Source: an optimization exercise on an open RTL-to-GDS flow (aim: small area). Production flows keep margins and buffers that such runs may drop.
Where RTL was checked, it was by simulation tests only, not by an equivalence proof against the original.
No activity file was given, so power comes from the tool's default toggle rates. No driver is modelled on the clock port, so clocking that relies on it looks cheaper here than on a real chip.

==> flow/design.v (excerpt) <==
module rw_bus_codec #(
    parameter [7:0]   HDR0       = 8'h42,
    parameter [7:0]   HDR1       = 8'h12,
    parameter [7:0]   AL0        = 8'hE1,
    parameter [7:0]   AL1        = 8'hE5,
    parameter [7:0]   DL0        = 8'hE3,
    parameter [7:0]   DL1        = 8'hE7,
    parameter [7:0]   STB        = 8'hFB,
    parameter integer MAX_WRITES = 24
) (
    input  wire       clk,
    input  wire       rst,           
    input  wire       wr_valid,
    output wire       wr_ready,
    input  wire [8:0] wr_addr,
    input  wire [7:0] wr_value,
    input  wire       tick_valid,
    output wire       tick_ready,
    output wire       tx_valid,
    input  wire       tx_ready,
    output wire [7:0] tx_data
);
    localparam [1:0] S_IDLE  = 2'd0,
                     S_START = 2'd1,    
                     S_BODY  = 2'd2,    
                     S_END   = 2'd3;    
    reg [1:0] state;
    reg [24*17-1:0] ring;    
    reg [4:0]  phase;        
    reg [4:0]  nw;           
    reg        bub;          
    reg        half;
    reg [1:0]  m3;
    reg [2:0]  bt;
    reg [6:0]  sr;
    reg        txv;
    wire idle  = (state == S_IDLE);
    wire start = (state == S_START);
    wire body  = (state == S_BODY);
    assign tick_ready = idle;
    assign wr_ready   = idle && (phase == nw);       
    wire do_write = wr_valid && wr_ready;
    wire do_tick  = tick_valid && tick_ready;
    wire tx_fire  = txv && tx_ready;
    assign tx_valid = txv;
  ...
==> module rw_bus_codec, before the edit <==
module rw_bus_codec #(
    parameter [7:0]   HDR0       = 8'h42,
    parameter [7:0]   HDR1       = 8'h12,
    parameter [7:0]   AL0        = 8'hE1,
    parameter [7:0]   AL1        = 8'hE5,
    parameter [7:0]   DL0        = 8'hE3,
    parameter [7:0]   DL1        = 8'hE7,
    parameter [7:0]   STB        = 8'hFB,
    parameter integer MAX_WRITES = 24
) (
    input  wire       clk,
    input  wire       rst,           
    input  wire       wr_valid,
    output wire       wr_ready,
    input  wire [8:0] wr_addr,
    input  wire [7:0] wr_value,
    input  wire       tick_valid,
    output wire       tick_ready,
    output wire       tx_valid,
    input  wire       tx_ready,
    output wire [7:0] tx_data
);
    localparam [1:0] S_IDLE  = 2'd0,
                     S_START = 2'd1,    
                     S_BODY  = 2'd2,    
                     S_END   = 2'd3;    
    reg [1:0] state;
    reg [24*17-1:0] ring;    
    reg [4:0]  phase;        
    reg [4:0]  nw;           
    reg        bub;          
    reg        half;
    reg [1:0]  m3;
    reg [2:0]  bt;
    reg [6:0]  sr;
    reg        txv;
    wire idle  = (state == S_IDLE);
    wire start = (state == S_START);
    wire body  = (state == S_BODY);
    assign tick_ready = idle;
    assign wr_ready   = idle && (phase == nw);       
    wire do_write = wr_valid && wr_ready;
    wire do_tick  = tick_valid && tick_ready;
    wire tx_fire  = txv && tx_ready;
    assign tx_valid = txv;
    assign tx_data  = {sr, body};
    wire [2:0] bi  = 3'd7 - bt;
    wire       hdr = (m3 == 2'd3);
    wire       done = !hdr && (nw == 5'd0);
    wire       aligned = (phase == {m3, bt});
    wire [7:0] a_tap, v0_tap, v1_tap;
    genvar k;
    generate
        for (k = 0; k < 8; k = k + 1) begin : g_tap
            assign a_tap[k]  = ring[17*(7 + k) + 15 - k];
            assign v0_tap[k] = ring[17*((k + 23) % 24) + 7 - k];
            assign v1_tap[k] = ring[17*(15 + k) + 7 - k];
        end
    endgenerate
    wire g0_tap = ring[17*4 + 16];
    wire g1_tap = ring[17*20 + 16];
    reg cbit;        
    reg cst;         
    reg sbit;        
    always @(*) begin
        cst  = 1'b1;
        cbit = 1'b0;
        sbit = 1'b0;
        case ({half, m3})
            3'b0_00: begin cbit = AL0[bi]; cst = (bt != 3'd5); sbit = g0_tap; end
            3'b0_01: begin cst = 1'b0; sbit = a_tap[bt];                     end
            3'b0_10: begin cbit = DL0[bi]; cst = (bt != 3'd5); sbit = g1_tap; end
            3'b1_00: begin cst = 1'b0; sbit = v0_tap[bt];                    end
            3'b1_01: cbit = STB[bi];
            3'b1_10: begin cst = 1'b0; sbit = v1_tap[bt];                    end
            3'b0_11: cbit = HDR0[bi];
            default: cbit = HDR1[bi];
        endcase
    end
    wire sb = cst ? cbit : sbit;
    wire avail = !done && !bub && (cst || aligned);
    wire shift = body && !txv && (avail || done);
    wire fire_take = tx_fire && (start || body) && avail;
    wire adv   = (shift && !done) || fire_take;
    wire nbit  = !done && sb;
    wire last  = adv && half && (m3 == 2'd2) && (bt == 3'd7);
    always @(posedge clk) begin
        ring <= {ring[23*17-1:0], do_write ? {wr_addr, wr_value} : ring[23*17 +: 17]};
        if (!bub)
            phase <= (phase[4] & phase[2] & phase[1] & phase[0]) ? 5'd0 : phase + 5'd1;
    end
    always @(posedge clk) begin
        if (do_tick)
            sr <= 7'd0;
        else if (tx_fire)
            sr <= adv ? {6'd1, nbit} : 7'd1;
        else if (shift)
            sr <= {sr[5:0], nbit};
        if (do_tick) begin
            half <= 1'b0;
            m3   <= 2'd3;
            bt   <= 3'd0;
        end else if (adv) begin
            bt <= bt + 3'd1;
            if (bt == 3'd7) begin
                if (m3[1]) begin
                    half <= !half;
                    m3   <= (m3[0] && !half) ? 2'd3 : 2'd0;
                end else begin
                    m3   <= m3 + 2'd1;
                end
            end
        end
        if (rst) begin
            state <= S_IDLE;
            txv   <= 1'b0;
            nw    <= 5'd0;
            bub   <= 1'b0;
        end else begin
            bub <= last;
            if (do_write)
                nw <= nw + 5'd1;
            if (last)
                nw <= nw - 5'd1;
            if (shift)
                txv <= sr[6];
            case (state)
                S_IDLE: if (do_tick) begin
                    state <= S_START;
                    txv   <= 1'b1;
                end
                S_START: if (tx_fire) begin
                    state <= S_BODY;
                    txv   <= 1'b0;
                end
                S_BODY: if (tx_fire) begin
                    if (done)
                        state <= S_END;
                    else
                        txv <= 1'b0;
                end
                default: if (tx_fire) begin
                    state <= S_IDLE;
                    txv   <= 1'b0;
                end
            endcase
        end
    end
endmodule
Settings: LEC_CHECK=0, CAP_MARGIN=20, CORE_MARGIN=2, CORE_UTILIZATION=40, PLACE_DENSITY=0.6, SLEW_MARGIN=20; clock period 10.0 ns.
run.sh (not shown) runs the stock make flow with config.mk's settings and CLKGATE_MAP_FILE= SYNTH_SCRIPT=/design/flow/synth_recipe.tcl, a recipe that flattens the netlist after the stock synthesis.
Next try:
--- a/flow/design.v
+++ b/flow/design.v
@@ -24,9 +24,9 @@
                      S_START = 2'd1,    
                      S_BODY  = 2'd2,    
                      S_END   = 2'd3;    
     reg [1:0] state;
-    reg [24*17-1:0] ring;    
+    reg [16:0] ring [0:23];
     reg [4:0]  phase;        
     reg [4:0]  nw;           
     reg        bub;          
     reg        half;
@@ -47,46 +47,38 @@
     wire [2:0] bi  = 3'd7 - bt;
     wire       hdr = (m3 == 2'd3);
     wire       done = !hdr && (nw == 5'd0);
     wire       aligned = (phase == {m3, bt});
-    wire [7:0] a_tap, v0_tap, v1_tap;
-    genvar k;
-    generate
-        for (k = 0; k < 8; k = k + 1) begin : g_tap
-            assign a_tap[k]  = ring[17*(7 + k) + 15 - k];
-            assign v0_tap[k] = ring[17*((k + 23) % 24) + 7 - k];
-            assign v1_tap[k] = ring[17*(15 + k) + 7 - k];
-        end
-    endgenerate
-    wire g0_tap = ring[17*4 + 16];
-    wire g1_tap = ring[17*20 + 16];
     reg cbit;        
     reg cst;         
     reg sbit;        
     always @(*) begin
         cst  = 1'b1;
         cbit = 1'b0;
         sbit = 1'b0;
         case ({half, m3})
-            3'b0_00: begin cbit = AL0[bi]; cst = (bt != 3'd5); sbit = g0_tap; end
-            3'b0_01: begin cst = 1'b0; sbit = a_tap[bt];                     end
-            3'b0_10: begin cbit = DL0[bi]; cst = (bt != 3'd5); sbit = g1_tap; end
-            3'b1_00: begin cst = 1'b0; sbit = v0_tap[bt];                    end
+            3'b0_00: begin cbit = AL0[bi]; cst = (bt != 3'd5); sbit = ring[4][16];  end
+            3'b0_01: begin cst = 1'b0; sbit = ring[7 + bt][15 - bt];                end
+            3'b0_10: begin cbit = DL0[bi]; cst = (bt != 3'd5); sbit = ring[20][16]; end
+            3'b1_00: begin cst = 1'b0; sbit = (bt == 3'd0) ? ring[23][7] : ring[bt - 3'd1][7 - bt]; end
             3'b1_01: cbit = STB[bi];
-            3'b1_10: begin cst = 1'b0; sbit = v1_tap[bt];                    end
+            3'b1_10: begin cst = 1'b0; sbit = ring[15 + bt][7 - bt];                end
             3'b0_11: cbit = HDR0[bi];
             default: cbit = HDR1[bi];
         endcase
     end
     wire sb = cst ? cbit : sbit;
     wire avail = !done && !bub && (cst || aligned);
-    wire shift = body && !txv && (avail || done);
+    wire fresh = (sr == 7'd1);
+    wire shift = body && !txv && (avail || (done && !fresh));
     wire fire_take = tx_fire && (start || body) && avail;
     wire adv   = (shift && !done) || fire_take;
     wire nbit  = !done && sb;
-    wire last  = adv && half && (m3 == 2'd2) && (bt == 3'd7);
+    integer i;
     always @(posedge clk) begin
-        ring <= {ring[23*17-1:0], do_write ? {wr_addr, wr_value} : ring[23*17 +: 17]};
+        for (i = 23; i > 0; i = i - 1)
+            ring[i] <= ring[i-1];
+        ring[0] <= do_write ? {wr_addr, wr_value} : ring[23];
         if (!bub)
             phase <= (phase[4] & phase[2] & phase[1] & phase[0]) ? 5'd0 : phase + 5'd1;
     end
     always @(posedge clk) begin
@@ -116,12 +108,12 @@
             txv   <= 1'b0;
             nw    <= 5'd0;
             bub   <= 1'b0;
         end else begin
-            bub <= last;
+            bub <= adv && half && (m3 == 2'd2) && (bt == 3'd7);
             if (do_write)
                 nw <= nw + 5'd1;
-            if (last)
+            if (bub)
                 nw <= nw - 5'd1;
             if (shift)
                 txv <= sr[6];
             case (state)
@@ -132,13 +124,15 @@
                 S_START: if (tx_fire) begin
                     state <= S_BODY;
                     txv   <= 1'b0;
                 end
-                S_BODY: if (tx_fire) begin
-                    if (done)
+                S_BODY: begin
+                    if (tx_fire)
+                        txv <= 1'b0;
+                    else if (!txv && done && fresh) begin
                         state <= S_END;
-                    else
-                        txv <= 1'b0;
+                        txv   <= 1'b1;
+                    end
                 end
                 default: if (tx_fire) begin
                     state <= S_IDLE;
                     txv   <= 1'b0;
=> The new run produced a clean layout. Worst setup slack is worse by 0.67 ns. Final area increases by 18%. Die area went up by 20%. Register-to-register slack got worse by 1.4 ns. Power went up by 10%. Non-clock buffer count went up by 9. Via count went up by 61%. Routed wire length goes up by 77%.

* * *

The RTL this note starts from:
==> flow/design.v <==
module rw_bus_codec #(
    parameter [7:0]   HDR0       = 8'h42,
    parameter [7:0]   HDR1       = 8'h12,
    parameter [7:0]   AL0        = 8'hE1,
    parameter [7:0]   AL1        = 8'hE5,
    parameter [7:0]   DL0        = 8'hE3,
    parameter [7:0]   DL1        = 8'hE7,
    parameter [7:0]   STB        = 8'hFB,
    parameter integer MAX_WRITES = 24
) (
    input  wire       clk,
    input  wire       rst,           
    input  wire       wr_valid,
    output wire       wr_ready,
    input  wire [8:0] wr_addr,
    input  wire [7:0] wr_value,
    input  wire       tick_valid,
    output wire       tick_ready,
    output wire       tx_valid,
    input  wire       tx_ready,
    output wire [7:0] tx_data
);
    localparam [1:0] S_IDLE  = 2'd0,
                     S_START = 2'd1,    
                     S_BODY  = 2'd2,    
                     S_END   = 2'd3;    
    reg [1:0] state;
    reg [24*17-1:0] ring;    
    reg [4:0]  phase;        
    reg [4:0]  nw;           
    reg        bub;          
    reg        half;
    reg [1:0]  m3;
    reg [2:0]  bt;
    reg [6:0]  sr;
    reg        txv;
    wire idle  = (state == S_IDLE);
    wire start = (state == S_START);
    wire body  = (state == S_BODY);
    assign tick_ready = idle;
    assign wr_ready   = idle && (phase == nw);       
    wire do_write = wr_valid && wr_ready;
    wire do_tick  = tick_valid && tick_ready;
    wire tx_fire  = txv && tx_ready;
    assign tx_valid = txv;
    assign tx_data  = {sr, body};
    wire [2:0] bi  = 3'd7 - bt;
    wire       hdr = (m3 == 2'd3);
    wire       done = !hdr && (nw == 5'd0);
    wire       aligned = (phase == {m3, bt});
    wire [7:0] a_tap, v0_tap, v1_tap;
    genvar k;
    generate
        for (k = 0; k < 8; k = k + 1) begin : g_tap
            assign a_tap[k]  = ring[17*(7 + k) + 15 - k];
            assign v0_tap[k] = ring[17*((k + 23) % 24) + 7 - k];
            assign v1_tap[k] = ring[17*(15 + k) + 7 - k];
        end
    endgenerate
    wire g0_tap = ring[17*4 + 16];
    wire g1_tap = ring[17*20 + 16];
    reg cbit;        
    reg cst;         
    reg sbit;        
    always @(*) begin
        cst  = 1'b1;
        cbit = 1'b0;
        sbit = 1'b0;
        case ({half, m3})
            3'b0_00: begin cbit = AL0[bi]; cst = (bt != 3'd5); sbit = g0_tap; end
            3'b0_01: begin cst = 1'b0; sbit = a_tap[bt];                     end
            3'b0_10: begin cbit = DL0[bi]; cst = (bt != 3'd5); sbit = g1_tap; end
            3'b1_00: begin cst = 1'b0; sbit = v0_tap[bt];                    end
            3'b1_01: cbit = STB[bi];
            3'b1_10: begin cst = 1'b0; sbit = v1_tap[bt];                    end
            3'b0_11: cbit = HDR0[bi];
            default: cbit = HDR1[bi];
        endcase
    end
    wire sb = cst ? cbit : sbit;
    wire avail = !done && !bub && (cst || aligned);
    wire shift = body && !txv && (avail || done);
    wire fire_take = tx_fire && (start || body) && avail;
    wire adv   = (shift && !done) || fire_take;
    wire nbit  = !done && sb;
    wire last  = adv && half && (m3 == 2'd2) && (bt == 3'd7);
    always @(posedge clk) begin
        ring <= {ring[23*17-1:0], do_write ? {wr_addr, wr_value} : ring[23*17 +: 17]};
        if (!bub)
            phase <= (phase[4] & phase[2] & phase[1] & phase[0]) ? 5'd0 : phase + 5'd1;
    end
    always @(posedge clk) begin
        if (do_tick)
            sr <= 7'd0;
        else if (tx_fire)
            sr <= adv ? {6'd1, nbit} : 7'd1;
        else if (shift)
            sr <= {sr[5:0], nbit};
        if (do_tick) begin
            half <= 1'b0;
            m3   <= 2'd3;
            bt   <= 3'd0;
        end else if (adv) begin
            bt <= bt + 3'd1;
            if (bt == 3'd7) begin
                if (m3[1]) begin
                    half <= !half;
                    m3   <= (m3[0] && !half) ? 2'd3 : 2'd0;
                end else begin
                    m3   <= m3 + 2'd1;
                end
            end
        end
        if (rst) begin
            state <= S_IDLE;
            txv   <= 1'b0;
            nw    <= 5'd0;
            bub   <= 1'b0;
        end else begin
            bub <= last;
            if (do_write)
                nw <= nw + 5'd1;
            if (last)
                nw <= nw - 5'd1;
            if (shift)
                txv <= sr[6];
            case (state)
                S_IDLE: if (do_tick) begin
                    state <= S_START;
                    txv   <= 1'b1;
                end
                S_START: if (tx_fire) begin
                    state <= S_BODY;
                    txv   <= 1'b0;
                end
                S_BODY: if (tx_fire) begin
                    if (done)
                        state <= S_END;
                    else
                        txv <= 1'b0;
                end
                default: if (tx_fire) begin
                    state <= S_IDLE;
                    txv   <= 1'b0;
                end
            endcase
        end
    end
endmodule
==> flow/config.mk <==
export PLATFORM = sky130hd
export DESIGN_NAME = rw_bus_codec
export DESIGN_NICKNAME = rw_bus_codec
export VERILOG_FILES = /design/flow/design.v
export SDC_FILE = /design/flow/constraint.sdc
export NUM_CORES = 4
export LEC_CHECK = 0
export CAP_MARGIN = 20
export CORE_MARGIN = 2
export CORE_UTILIZATION = 70
export PLACE_DENSITY = 0.8
export SLEW_MARGIN = 20
==> flow/constraint.sdc <==
create_clock -name core_clock -period 10.0 [get_ports {clk}]
set_input_delay 2.0000 -clock core_clock [delete_from_list [all_inputs] [get_ports {clk}]]
set_output_delay 2.0000 -clock core_clock [all_outputs]
set_load 0.01 [all_outputs]
standard.sh (not shown) runs the stock make flow with config.mk's settings and CLKGATE_MAP_FILE= SYNTH_SCRIPT=/design/flow/synth_recipe.tcl, a recipe that flattens the netlist after the stock synthesis.
==> flow/flow/run.sh <==
#!/bin/bash
# The standard layout (standard.sh) with these changes:
#  - synthesis: abc maps for area (flow/my_synth.tcl) and adders are left to
#    abc (no ADDER_MAP_FILE); registers are the same as the standard synthesis
#  - clock tree: clkbuf_16 only, larger sink clusters, no dummy loads
#  - port buffers: buf_1
# The full make output goes to standard.log; ORFS keeps each step's log.
set -e
export FLOW_WORK=$PWD
export CTS_ARGS="-sink_clustering_enable -repair_clock_nets -dont_use_dummy_load -sink_clustering_size 34 -sink_clustering_max_diameter 80 -buf_list sky130_fd_sc_hd__clkbuf_16"
export BUFFER_PORTS_ARGS="-buffer_cell sky130_fd_sc_hd__buf_1"
bash standard.sh SYNTH_SCRIPT=$PWD/flow/my_synth.tcl ADDER_MAP_FILE= finish > standard.log 2>&1
==> flow/flow/my_synth.tcl <==
# The standard flow's synthesis (synth_recipe.tcl: ORFS synthesis without fsm/share, then
# flatten and rename) with one change: abc maps for area with its default
# script instead of ORFS's delay-driven script.
proc abc {args} {
  set keep {}
  set skip 0
  foreach a $args {
    if {$skip} { set skip 0; continue }
    if {$a eq "-script" || $a eq "-D" || $a eq "-constr"} { set skip 1; continue }
    lappend keep $a
  }
  yosys abc {*}$keep
}
source $::env(FLOW_WORK)/synth_recipe.tcl
==> next run, changes <==
--- a/flow/design.v
+++ b/flow/design.v
@@ -29,5 +29,4 @@
     reg [4:0]  phase;        
     reg [4:0]  nw;           
-    reg        bub;          
     reg        half;
     reg [1:0]  m3;
@@ -48,16 +47,14 @@
     wire       hdr = (m3 == 2'd3);
     wire       done = !hdr && (nw == 5'd0);
-    wire       aligned = (phase == {m3, bt});
-    wire [7:0] a_tap, v0_tap, v1_tap;
+    wire       aligned = (phase == {2'b00, bt});
+    wire [7:0] a_tap, v_tap;
     genvar k;
     generate
-        for (k = 0; k < 8; k = k + 1) begin : g_tap
-            assign a_tap[k]  = ring[17*(7 + k) + 15 - k];
-            assign v0_tap[k] = ring[17*((k + 23) % 24) + 7 - k];
-            assign v1_tap[k] = ring[17*(15 + k) + 7 - k];
+        for (k = 0; k < 8; k = k + 1) begin : gen_tap
+            assign a_tap[k] = ring[17*((k + 23) % 24) + 15 - k];
+            assign v_tap[k] = ring[17*((k + 23) % 24) + 7 - k];
         end
     endgenerate
-    wire g0_tap = ring[17*4 + 16];
-    wire g1_tap = ring[17*20 + 16];
+    wire g_tap = ring[17*4 + 16];
     reg cbit;        
     reg cst;         
@@ -66,12 +63,12 @@
         cst  = 1'b1;
         cbit = 1'b0;
-        sbit = 1'b0;
+        sbit = g_tap;
         case ({half, m3})
-            3'b0_00: begin cbit = AL0[bi]; cst = (bt != 3'd5); sbit = g0_tap; end
-            3'b0_01: begin cst = 1'b0; sbit = a_tap[bt];                     end
-            3'b0_10: begin cbit = DL0[bi]; cst = (bt != 3'd5); sbit = g1_tap; end
-            3'b1_00: begin cst = 1'b0; sbit = v0_tap[bt];                    end
+            3'b0_00: begin cbit = AL0[bi]; cst = (bt != 3'd5); end
+            3'b0_01: begin cst = 1'b0; sbit = a_tap[bt];       end
+            3'b0_10: begin cbit = DL0[bi]; cst = (bt != 3'd5); end
+            3'b1_00: begin cst = 1'b0; sbit = v_tap[bt];       end
             3'b1_01: cbit = STB[bi];
-            3'b1_10: begin cst = 1'b0; sbit = v1_tap[bt];                    end
+            3'b1_10: begin cst = 1'b0; sbit = v_tap[bt];       end
             3'b0_11: cbit = HDR0[bi];
             default: cbit = HDR1[bi];
@@ -79,5 +76,5 @@
     end
     wire sb = cst ? cbit : sbit;
-    wire avail = !done && !bub && (cst || aligned);
+    wire avail = !done && (cst || aligned);
     wire shift = body && !txv && (avail || done);
     wire fire_take = tx_fire && (start || body) && avail;
@@ -87,6 +84,6 @@
     always @(posedge clk) begin
         ring <= {ring[23*17-1:0], do_write ? {wr_addr, wr_value} : ring[23*17 +: 17]};
-        if (!bub)
-            phase <= (phase[4] & phase[2] & phase[1] & phase[0]) ? 5'd0 : phase + 5'd1;
+        phase <= (!last && phase[4] && phase[2] && phase[1] && phase[0]) ? 5'd0
+                                                                          : phase + {4'd0, !last};
     end
     always @(posedge clk) begin
@@ -101,7 +98,7 @@
             m3   <= 2'd3;
             bt   <= 3'd0;
-        end else if (adv) begin
-            bt <= bt + 3'd1;
-            if (bt == 3'd7) begin
+        end else begin
+            bt <= bt + {2'd0, adv};
+            if (adv && bt == 3'd7) begin
                 if (m3[1]) begin
                     half <= !half;
@@ -116,11 +113,6 @@
             txv   <= 1'b0;
             nw    <= 5'd0;
-            bub   <= 1'b0;
         end else begin
-            bub <= last;
-            if (do_write)
-                nw <= nw + 5'd1;
-            if (last)
-                nw <= nw - 5'd1;
+            nw <= nw + {{4{last}}, do_write || last};
             if (shift)
                 txv <= sr[6];
Outcome: The new run finished with timing, DRC and antenna clean. Maximum frequency is lower by roughly a tenth. Via count is lower by a few percent. Setup slack got worse by 0.53 ns. Die area is lower slightly. Count of clock-buffer cells in the layout is unchanged. Power is lower slightly. Wire length is lower by a few percent. Cell count is lower by a few percent. Global-route usage hardly moves. Sequential share of layout area is higher by 0.66 points.
No functional check of the RTL was part of the second run of this note.

-- port drivers added, routing unchanged --
How much do the figures lean on ideal ports? The routed layouts below were timed once more, with nothing changed but the port constraints.
Step 1 assumes that a clkbuf_16 drives the clock port and a buf_2 every other input.
Step 2, shift: input delay + t, output delay - t, t = (earliest + latest rising clock arrival at the registers) / 2. This alone moves slack from input paths to output paths.
a / b / c = no drivers / after step 1 / after step 2; a / b = the first two.
run	shift t [ns]	setup WS [ns]	worst data-port slew with drivers (ns)	cell pins on the clock port's net
the first run of note 1	0.552	5.610 / 5.567 / 5.171	0.03	1
the second run of note 1	0.577	4.943 / 4.943 / 4.943	0.04	1
the first run of note 2	0.529	5.590 / 5.612 / 5.083	0.03	1
the second run of note 2	0.528	5.063 / 5.063 / 4.606	0.05	1
After both steps every run listed still meets setup and hold. The setup slack of the first run of note 2, which loses most, moves by +0.022 ns with the drivers and by -0.507 ns with both steps.
